Source: an optimization exercise on an open RTL-to-GDS flow (aim: a short achievable clock period and few clock cycles per item). Production flows keep margins and buffers that such runs may drop.
Function was checked by simulation only, so behaviour that the tests miss may differ from the original.
Power and IR drop assume default switching activity.

## bcs
module bcs (
    input  wire       clk,
    input  wire       rst,           
    input  wire       we,
    input  wire [4:0] addr,
    input  wire [7:0] wdata,
    output wire [7:0] rdata,
    input  wire       push_valid,
    input  wire [7:0] push_data,
    output wire       push_ready,
    output wire       pop_valid,
    output wire [7:0] pop_data,
    input  wire       pop_ready
);
clock: 6.0 ns
lec_check: 0
cap_margin: 20
core_margin: 2
core_utilization: 40
place_density: 0.6
setup_slack_margin: 2.7
slew_margin: 20
synth_hierarchical: 1
run.sh (not shown) runs the stock make flow with config.mk's settings and CLKGATE_MAP_FILE= SYNTH_SCRIPT=/design/flow/synth_recipe.tcl, a recipe that flattens the netlist after the stock synthesis.
The first run passed the timing, DRC and antenna checks.
Testbench counts at the start, summed over its fixed seeds: cycles 47,101, bytes 46,188.
==> next run, changes <==
--- a/flow/config.mk
+++ b/flow/config.mk
@@ -10,5 +10,6 @@
 export CORE_UTILIZATION = 40
 export PLACE_DENSITY = 0.6
-export SETUP_SLACK_MARGIN = 2.7
+export SETUP_SLACK_MARGIN = 3.2
 export SLEW_MARGIN = 20
 export SYNTH_HIERARCHICAL = 1
+export TNS_END_PERCENT = 5
Effect:
- sequential power barely changes
- critical path depth is lower by 1
- total power is about the same
- cell area is higher by 1.2%
- flip-flop and latch count stays the same
- clock skew barely changes
- worst setup slack improved by 190 ps
- combinational power is higher by about 3%
- sequential share of layout area is lower by 0.36 points
==> next run, changes <==
--- a/flow/config.mk
+++ b/flow/config.mk
@@ -8,8 +8,7 @@
 export CAP_MARGIN = 20
 export CORE_MARGIN = 2
-export CORE_UTILIZATION = 40
-export PLACE_DENSITY = 0.6
-export SETUP_SLACK_MARGIN = 3.2
+export CORE_UTILIZATION = 60
+export PLACE_DENSITY = 0.75
+export SETUP_SLACK_MARGIN = 3.4
 export SLEW_MARGIN = 20
 export SYNTH_HIERARCHICAL = 1
-export TNS_END_PERCENT = 5
- The new run finished clean
- utilization climbs by 27 points
- worst setup slack loses 59 ps
- total power drops by 1.5%

## try-delta
Another version of the RTL of bcs (not shown whole).
Size: about 2600 cells after synthesis, about 410 flip-flops, roughly 44 I/O pins, about 0.021 mm^2 of cells after synthesis.
clock: 6.0 ns
lec_check: 0
cap_margin: 20
core_margin: 2
core_utilization: 40
place_density: 0.6
setup_slack_margin: 3.5
slew_margin: 20
synth_hierarchical: 1
pre_io_placement_tcl: /design/flow/flow/io.tcl
standard.sh (not shown) runs the stock make flow with config.mk's settings and CLKGATE_MAP_FILE= SYNTH_SCRIPT=/design/flow/synth_recipe.tcl, a recipe that flattens the netlist after the stock synthesis.
==> flow/flow/run.sh <==
#!/bin/bash
# The standard layout, with the read-path pins placed together (flow/io.tcl,
# run just before IO placement). Each tool's output goes to ORFS's own logs
# under orfs/logs; standard.sh's output goes to standard.log here.
set -euo pipefail
here=$(pwd)
echo "export PRE_IO_PLACEMENT_TCL = $here/flow/io.tcl" >> "$FLOW_CONFIG"
bash standard.sh > standard.log 2>&1
==> flow/flow/io.tcl <==
# Before IO placement: keep the register window's pins (addr, we, wdata,
# rdata) together in the middle of the left edge, so the configuration
# registers and the read mux sit close to them and the read path (addr to
# rdata) stays short.
set die [ord::get_die_area]
set h [expr {[lindex $die 3] - [lindex $die 1]}]
set lo [expr {int([lindex $die 1] + 0.30 * $h)}]
set hi [expr {int([lindex $die 1] + 0.70 * $h)}]
set win_pins {}
foreach p {addr[4] addr[3] addr[2] addr[1] addr[0] we
           wdata[0] wdata[1] wdata[2] wdata[3] wdata[4] wdata[5] wdata[6] wdata[7]
           rdata[0] rdata[1] rdata[2] rdata[3] rdata[4] rdata[5] rdata[6] rdata[7]} {
  lappend win_pins [get_ports $p]
}
set_io_pin_constraint -pin_names $win_pins -region left:$lo-$hi
try-delta ran to completion and came out clean on the timing, DRC and antenna checks.
Testbench counts of try-delta, summed over its fixed seeds: cycles 47,101, bytes 46,188.
Input changes introduced in try-xenon (baseline for comparison: try-delta):
- SETUP_SLACK_MARGIN changed from 3.5 to 3.2
- PRE_IO_PLACEMENT_TCL removed (was /design/flow/flow/io.tcl)
==> flow/run.sh (new file) <==
#!/bin/bash
# synth_recipe.tcl (not shown) runs the flow's synth.tcl, then flattens the netlist and writes it again
# the make line also repeats each setting of config.mk as NAME=value (left out here)
make -C /OpenROAD-flow-scripts/flow DESIGN_CONFIG=/design/flow/config.mk WORK_HOME=/design/flow/orfs CLKGATE_MAP_FILE= SYNTH_SCRIPT=/design/flow/synth_recipe.tcl finish
removed: flow/flow/run.sh
removed: flow/flow/io.tcl
removed: flow/standard.sh
Findings:
Comparing the two runs side by side, try-xenon comes out ahead of try-delta on largest clock skew in the final design. Diff try-delta -> try-xenon: post-route standard cell area excluding fillers went down by 2.1%; sequential cell area share moved up; via count rose 0.52%; overall routed net length comparable. Looking at synthesis-to-layout area growth, try-xenon sits below try-delta. Compare try-delta and try-xenon | clock network power consumption higher: try-xenon. Lower clock share of power among try-delta and try-xenon: try-delta. Comparing try-delta and try-xenon, the lower count of clock-buffer cells in the layout is on try-xenon. For the total routing resource utilization after global routing, try-xenon came in 0.16 points higher than try-delta did. Relative contribution of combinational cells to total power came out lower on try-xenon than on try-delta.
### try-xenon -> try-umber
- PRE_IO_PLACEMENT_TCL: unset -> /design/flow/flow/io.tcl
==> flow/flow/run.sh (new file) <==
#!/bin/bash
# The standard layout, with the read-path pins placed together (flow/io.tcl,
# run just before IO placement). Each tool's output goes to ORFS's own logs
# under orfs/logs; standard.sh's output goes to standard.log here.
set -euo pipefail
here=$(pwd)
echo "export PRE_IO_PLACEMENT_TCL = $here/flow/io.tcl" >> "$FLOW_CONFIG"
bash standard.sh > standard.log 2>&1
==> flow/flow/io.tcl (new file) <==
# Before IO placement: keep the register window's pins (addr, we, wdata,
# rdata) together in the middle of the left edge, so the configuration
# registers and the read mux sit close to them and the read path (addr to
# rdata) stays short.
set die [ord::get_die_area]
set h [expr {[lindex $die 3] - [lindex $die 1]}]
set lo [expr {int([lindex $die 1] + 0.30 * $h)}]
set hi [expr {int([lindex $die 1] + 0.70 * $h)}]
set win_pins {}
foreach p {addr[4] addr[3] addr[2] addr[1] addr[0] we
           wdata[0] wdata[1] wdata[2] wdata[3] wdata[4] wdata[5] wdata[6] wdata[7]
           rdata[0] rdata[1] rdata[2] rdata[3] rdata[4] rdata[5] rdata[6] rdata[7]} {
  lappend win_pins [get_ports $p]
}
set_io_pin_constraint -pin_names $win_pins -region left:$lo-$hi
==> flow/standard.sh (new file) <==
#!/bin/bash
# synth_recipe.tcl (not shown) runs the flow's synth.tcl, then flattens the netlist and writes it again
# the make line also repeats each setting of config.mk as NAME=value (left out here)
make -C /OpenROAD-flow-scripts/flow DESIGN_CONFIG=/design/flow/config.mk WORK_HOME=/design/flow/orfs CLKGATE_MAP_FILE= SYNTH_SCRIPT=/design/flow/synth_recipe.tcl "${@:-finish}"
removed: flow/run.sh
[summary]
| area after synthesis | try-umber vs try-xenon | ≈ equal |
Delta (try-umber minus try-xenon): worst hold slack did not really move; design area fell about 0.9%.
Every stage of the flow completed for try-umber, and the final layout passed the timing, DRC and antenna checks.
try-xenon → try-umber: clock share of power picked up an extra 0.6 points, maximum fanout encountered on the critical timing path went down by 2.
Post-route total power (lower): try-xenon
Maximum frequency (higher): try-xenon

v31:
The RTL this note starts from:
==> flow/design.v <==
module bcs (
    input  wire       clk,
    input  wire       rst,           
    input  wire       we,
    input  wire [4:0] addr,
    input  wire [7:0] wdata,
    output reg  [7:0] rdata,
    input  wire       push_valid,
    input  wire [7:0] push_data,
    output wire       push_ready,
    output wire       pop_valid,
    output wire [7:0] pop_data,
    input  wire       pop_ready
);
    localparam [2:0] PH_IDLE     = 3'd0,
                     PH_LEN_LO   = 3'd1,
                     PH_LEN_HI   = 3'd2,
                     PH_FLAG     = 3'd3,
                     PH_PAYLOAD  = 3'd4,
                     PH_CHECKSUM = 3'd5;
    localparam [1:0] ERR_NONE     = 2'd0,
                     ERR_ILLEGAL  = 2'd1,
                     ERR_BUSY     = 2'd2,
                     ERR_OVERFLOW = 2'd3;
    reg        ovfchk;
    reg [7:0]  flag;
    reg [7:0]  namelen;
    reg [7:0]  htype;
    reg [31:0] plen;
    reg [15:0] hdlen;
    reg [15:0] hparam1;
    reg [15:0] hparam2;
    reg [7:0]  name [0:9];
    reg [1:0]  errcode;
    reg [7:0]  chk;
    reg [15:0] blen;
    reg [2:0]  phase;
    reg        op_enc;       
    reg        op_hblk;      
    reg [31:0] remain;       
    reg [4:0]  hcnt;         
    reg [7:0]  w_flag;
    reg [7:0]  hrec [0:16];  
    reg [7:0]  outbuf;
    reg        outvld;
    reg        done;
    wire busy    = (phase != PH_IDLE) || outvld;
    wire in_pay  = (phase == PH_PAYLOAD) && op_enc;
    wire inrdy   = in_pay && !outvld;
    wire [7:0] status = {phase, outvld, inrdy, (errcode != ERR_NONE), done, busy};
    wire adv = !outvld || pop_ready;
    assign push_ready = in_pay && adv;
    assign pop_valid  = outvld;
    assign pop_data   = outbuf;
    reg [7:0] packed_hdr [0:16];
    integer k;
    always @(*) begin
        packed_hdr[0] = htype;
        for (k = 0; k < 10; k = k + 1)
            packed_hdr[1 + k] = (k < namelen) ? name[k] : 8'h20;
        packed_hdr[11] = hdlen[7:0];
        packed_hdr[12] = hdlen[15:8];
        packed_hdr[13] = hparam1[7:0];
        packed_hdr[14] = hparam1[15:8];
        packed_hdr[15] = hparam2[7:0];
        packed_hdr[16] = hparam2[15:8];
    end
    wire [4:0] name_off = addr - 5'h12;
    wire [3:0] name_sel = name_off[3:0];
    always @(*) begin
        case (addr)
            5'h00: rdata = 8'h00;
            5'h01: rdata = status;
            5'h02: rdata = {6'b0, errcode};
            5'h03: rdata = {7'b0, ovfchk};
            5'h04: rdata = flag;
            5'h05: rdata = namelen;
            5'h06: rdata = htype;
            5'h08: rdata = plen[7:0];
            5'h09: rdata = plen[15:8];
            5'h0A: rdata = plen[23:16];
            5'h0B: rdata = plen[31:24];
            5'h0C: rdata = hdlen[7:0];
            5'h0D: rdata = hdlen[15:8];
            5'h0E: rdata = hparam1[7:0];
            5'h0F: rdata = hparam1[15:8];
            5'h10: rdata = hparam2[7:0];
            5'h11: rdata = hparam2[15:8];
            5'h12, 5'h13, 5'h14, 5'h15, 5'h16,
            5'h17, 5'h18, 5'h19, 5'h1A, 5'h1B:
                   rdata = name[name_sel];
            5'h1C: rdata = chk;
            5'h1D: rdata = blen[7:0];
            5'h1E: rdata = blen[15:8];
            default: rdata = 8'h00;
        endcase
    end
    wire cmd_wr      = we && (addr == 5'h00);
    wire cmd_legal   = (wdata[7:4] == 4'h0) && (wdata[3:0] <= 4'h4);
    wire plen_ovf    = ovfchk && (plen > 32'h0000_FFFD);
    wire [15:0] plen_plus2 = plen[15:0] + 16'd2;
    wire push_fire = push_valid && push_ready;
    always @(posedge clk) begin
        if (rst) begin
            ovfchk  <= 1'b0;
            flag    <= 8'h00;
            namelen <= 8'd5;
            htype   <= 8'h00;
            plen    <= 32'h0;
            hdlen   <= 16'h0;
            hparam1 <= 16'h0;
            hparam2 <= 16'h0;
            name[0] <= 8'h48;    
            name[1] <= 8'h45;    
            name[2] <= 8'h4C;    
            name[3] <= 8'h4C;    
            name[4] <= 8'h4F;    
            name[5] <= 8'h00;
            name[6] <= 8'h00;
            name[7] <= 8'h00;
            name[8] <= 8'h00;
            name[9] <= 8'h00;
        end else if (we) begin
            case (addr)
                5'h03: ovfchk        <= wdata[0];
                5'h04: flag          <= wdata;
                5'h05: namelen       <= wdata;
                5'h06: htype         <= wdata;
                5'h08: plen[7:0]     <= wdata;
                5'h09: plen[15:8]    <= wdata;
                5'h0A: plen[23:16]   <= wdata;
                5'h0B: plen[31:24]   <= wdata;
                5'h0C: hdlen[7:0]    <= wdata;
                5'h0D: hdlen[15:8]   <= wdata;
                5'h0E: hparam1[7:0]  <= wdata;
                5'h0F: hparam1[15:8] <= wdata;
                5'h10: hparam2[7:0]  <= wdata;
                5'h11: hparam2[15:8] <= wdata;
                5'h12, 5'h13, 5'h14, 5'h15, 5'h16,
                5'h17, 5'h18, 5'h19, 5'h1A, 5'h1B:
                       name[name_sel] <= wdata;
                default: ;
            endcase
        end
    end
    always @(posedge clk) begin
        if (rst) begin
            errcode <= ERR_NONE;
            chk     <= 8'h00;
            blen    <= 16'h0;
            phase   <= PH_IDLE;
            op_enc  <= 1'b0;
            op_hblk <= 1'b0;
            remain  <= 32'h0;
            hcnt    <= 5'd0;
            w_flag  <= 8'h00;
            for (k = 0; k < 17; k = k + 1)
                hrec[k] <= 8'h00;
            outbuf  <= 8'h00;
            outvld  <= 1'b0;
            done    <= 1'b0;
        end else begin
            if (adv) begin
                outvld <= 1'b0;
                case (phase)
                    PH_LEN_HI: begin
                        outbuf <= blen[15:8];
                        outvld <= 1'b1;
                        phase  <= PH_FLAG;
                    end
                    PH_FLAG: begin
                        outbuf <= w_flag;
                        outvld <= 1'b1;
                        chk    <= w_flag;
                        if (op_enc && remain == 32'h0)
                            phase <= PH_CHECKSUM;
                        else
                            phase <= PH_PAYLOAD;
                    end
                    PH_PAYLOAD: begin
                        if (op_enc) begin
                            if (push_valid) begin
                                outbuf <= push_data;
                                outvld <= 1'b1;
                                chk    <= chk ^ push_data;
                                remain <= remain - 32'd1;
                                if (remain == 32'd1)
                                    phase <= PH_CHECKSUM;
                            end
                        end else begin
                            outbuf <= hrec[0];
                            outvld <= 1'b1;
                            chk    <= chk ^ hrec[0];
                            for (k = 0; k < 16; k = k + 1)
                                hrec[k] <= hrec[k + 1];
                            hcnt   <= hcnt - 5'd1;
                            if (hcnt == 5'd1) begin
                                if (op_hblk) begin
                                    phase <= PH_CHECKSUM;
                                end else begin
                                    phase <= PH_IDLE;
                                    done  <= 1'b1;
                                end
                            end
                        end
                    end
                    PH_CHECKSUM: begin
                        outbuf <= chk;
                        outvld <= 1'b1;
                        phase  <= PH_IDLE;
                        done   <= 1'b1;
                    end
                    default: ;
                endcase
            end
            if (cmd_wr) begin
                if (busy) begin
                    errcode <= ERR_BUSY;
                end else if (!cmd_legal) begin
                    errcode <= ERR_ILLEGAL;
                end else begin
                    case (wdata[2:0])
                        3'd1: begin  
                            if (plen_ovf) begin
                                errcode <= ERR_OVERFLOW;
                            end else begin
                                op_enc  <= 1'b1;
                                op_hblk <= 1'b0;
                                w_flag  <= flag;
                                remain  <= plen;
                                blen    <= plen_plus2;
                                chk     <= 8'h00;
                                done    <= 1'b0;
                                outbuf  <= plen_plus2[7:0];
                                outvld  <= 1'b1;
                                phase   <= PH_LEN_HI;
                            end
                        end
                        3'd2: begin  
                            op_enc  <= 1'b0;
                            op_hblk <= 1'b0;
                            for (k = 0; k < 16; k = k + 1)
                                hrec[k] <= packed_hdr[k + 1];
                            hcnt    <= 5'd16;
                            chk     <= packed_hdr[0];
                            done    <= 1'b0;
                            outbuf  <= packed_hdr[0];
                            outvld  <= 1'b1;
                            phase   <= PH_PAYLOAD;
                        end
                        3'd3: begin  
                            op_enc  <= 1'b0;
                            op_hblk <= 1'b1;
                            for (k = 0; k < 17; k = k + 1)
                                hrec[k] <= packed_hdr[k];
                            hcnt    <= 5'd17;
                            w_flag  <= 8'h00;
                            blen    <= 16'd19;
                            chk     <= 8'h00;
                            done    <= 1'b0;
                            outbuf  <= 8'h13;
                            outvld  <= 1'b1;
                            phase   <= PH_LEN_HI;
                        end
                        3'd4: begin  
                            errcode <= ERR_NONE;
                            done    <= 1'b0;
                        end
                        default: ;  
                    endcase
                end
            end
        end
    end
endmodule
Settings: LEC_CHECK=0, ABC_CLOCK_PERIOD_IN_PS=2000, CAP_MARGIN=20, CORE_MARGIN=2, CORE_UTILIZATION=40, PLACE_DENSITY=0.6, SETUP_SLACK_MARGIN=3.5, SLEW_MARGIN=20; clock period 6.0 ns.
run.sh (not shown) runs the stock make flow with config.mk's settings and CLKGATE_MAP_FILE= SYNTH_SCRIPT=/design/flow/synth_recipe.tcl, a recipe that flattens the netlist after the stock synthesis.
Stock flow here: none of the scripts above is used.
Testbench counts of v31, summed over its fixed seeds: cycles 47,101, bytes 46,188.
Modified inputs, v29 compared to v31
-- flow/config.mk --
<<< v31, line 8
export ABC_CLOCK_PERIOD_IN_PS = 2000
>>> v29, line 8
<<< v31, line 13
export SETUP_SLACK_MARGIN = 3.5
>>> v29, line 12
export SETUP_SLACK_MARGIN = 2.5
Findings:
Compared with v31, v29 shows a total power consumption of the routed design that is 0.24 mW higher. When v29 is set beside v31, its via count turns out to be 1096 smaller. Against v31, v29 comes in 9500 um lower on overall routed net length. Clock network power share came out higher on v29 than on v31. v29 went all the way through the flow, and no timing, DRC or antenna check failed.

[re-timing with driven ports]
Ports are ideal in the flow. The routed layouts listed here were re-timed in OpenROAD.
Step 1, drivers: a clkbuf_16 drives clk and a buf_2 each remaining input, both assumed.
Step 2 moves the port delays by t, midway between the first and last clock arrival at a register: inputs arrive t later, outputs are due t later. That takes back most of the time a late clock gives input paths.
a / b / c = ideal ports / drivers / drivers and shift; a / b = the first two.
run	shift t [ns]	setup slack, ns	hold slack, ns	worst setup path after step 2	cell pins on the clock port's net
the first run of note 1	0.653	2.170 / 2.107 / 2.107	0.454 / 0.454 / 0.454	input to output	1
the second run of note 1	0.631	2.360 / 1.985 / 1.985	0.450 / 0.450 / 0.450	input to output	1
the third run of note 1	0.651	2.301 / 2.055 / 2.055	0.451 / 0.451 / 0.451	input to output	1
try-delta	0.641	1.998 / 1.343 / 1.343	0.454 / 0.454 / 0.454	input to output	1
try-xenon	0.641	2.075 / 1.703 / 1.703	0.451 / 0.451 / 0.451	input to output	1
try-umber	0.648	2.057 / 1.551 / 1.551	0.452 / 0.452 / 0.452	input to output	1
v31	0.651	1.740 / 1.459 / 1.459	0.454 / 0.454 / 0.454	input to output	1
v29	0.674	1.858 / 1.484 / 1.484	0.455 / 0.455 / 0.455	input to output	1
After both steps setup and hold are still met in every run listed. The setup slack of try-delta, which loses most, moves by -0.655 ns with the drivers and by -0.655 ns with both steps.
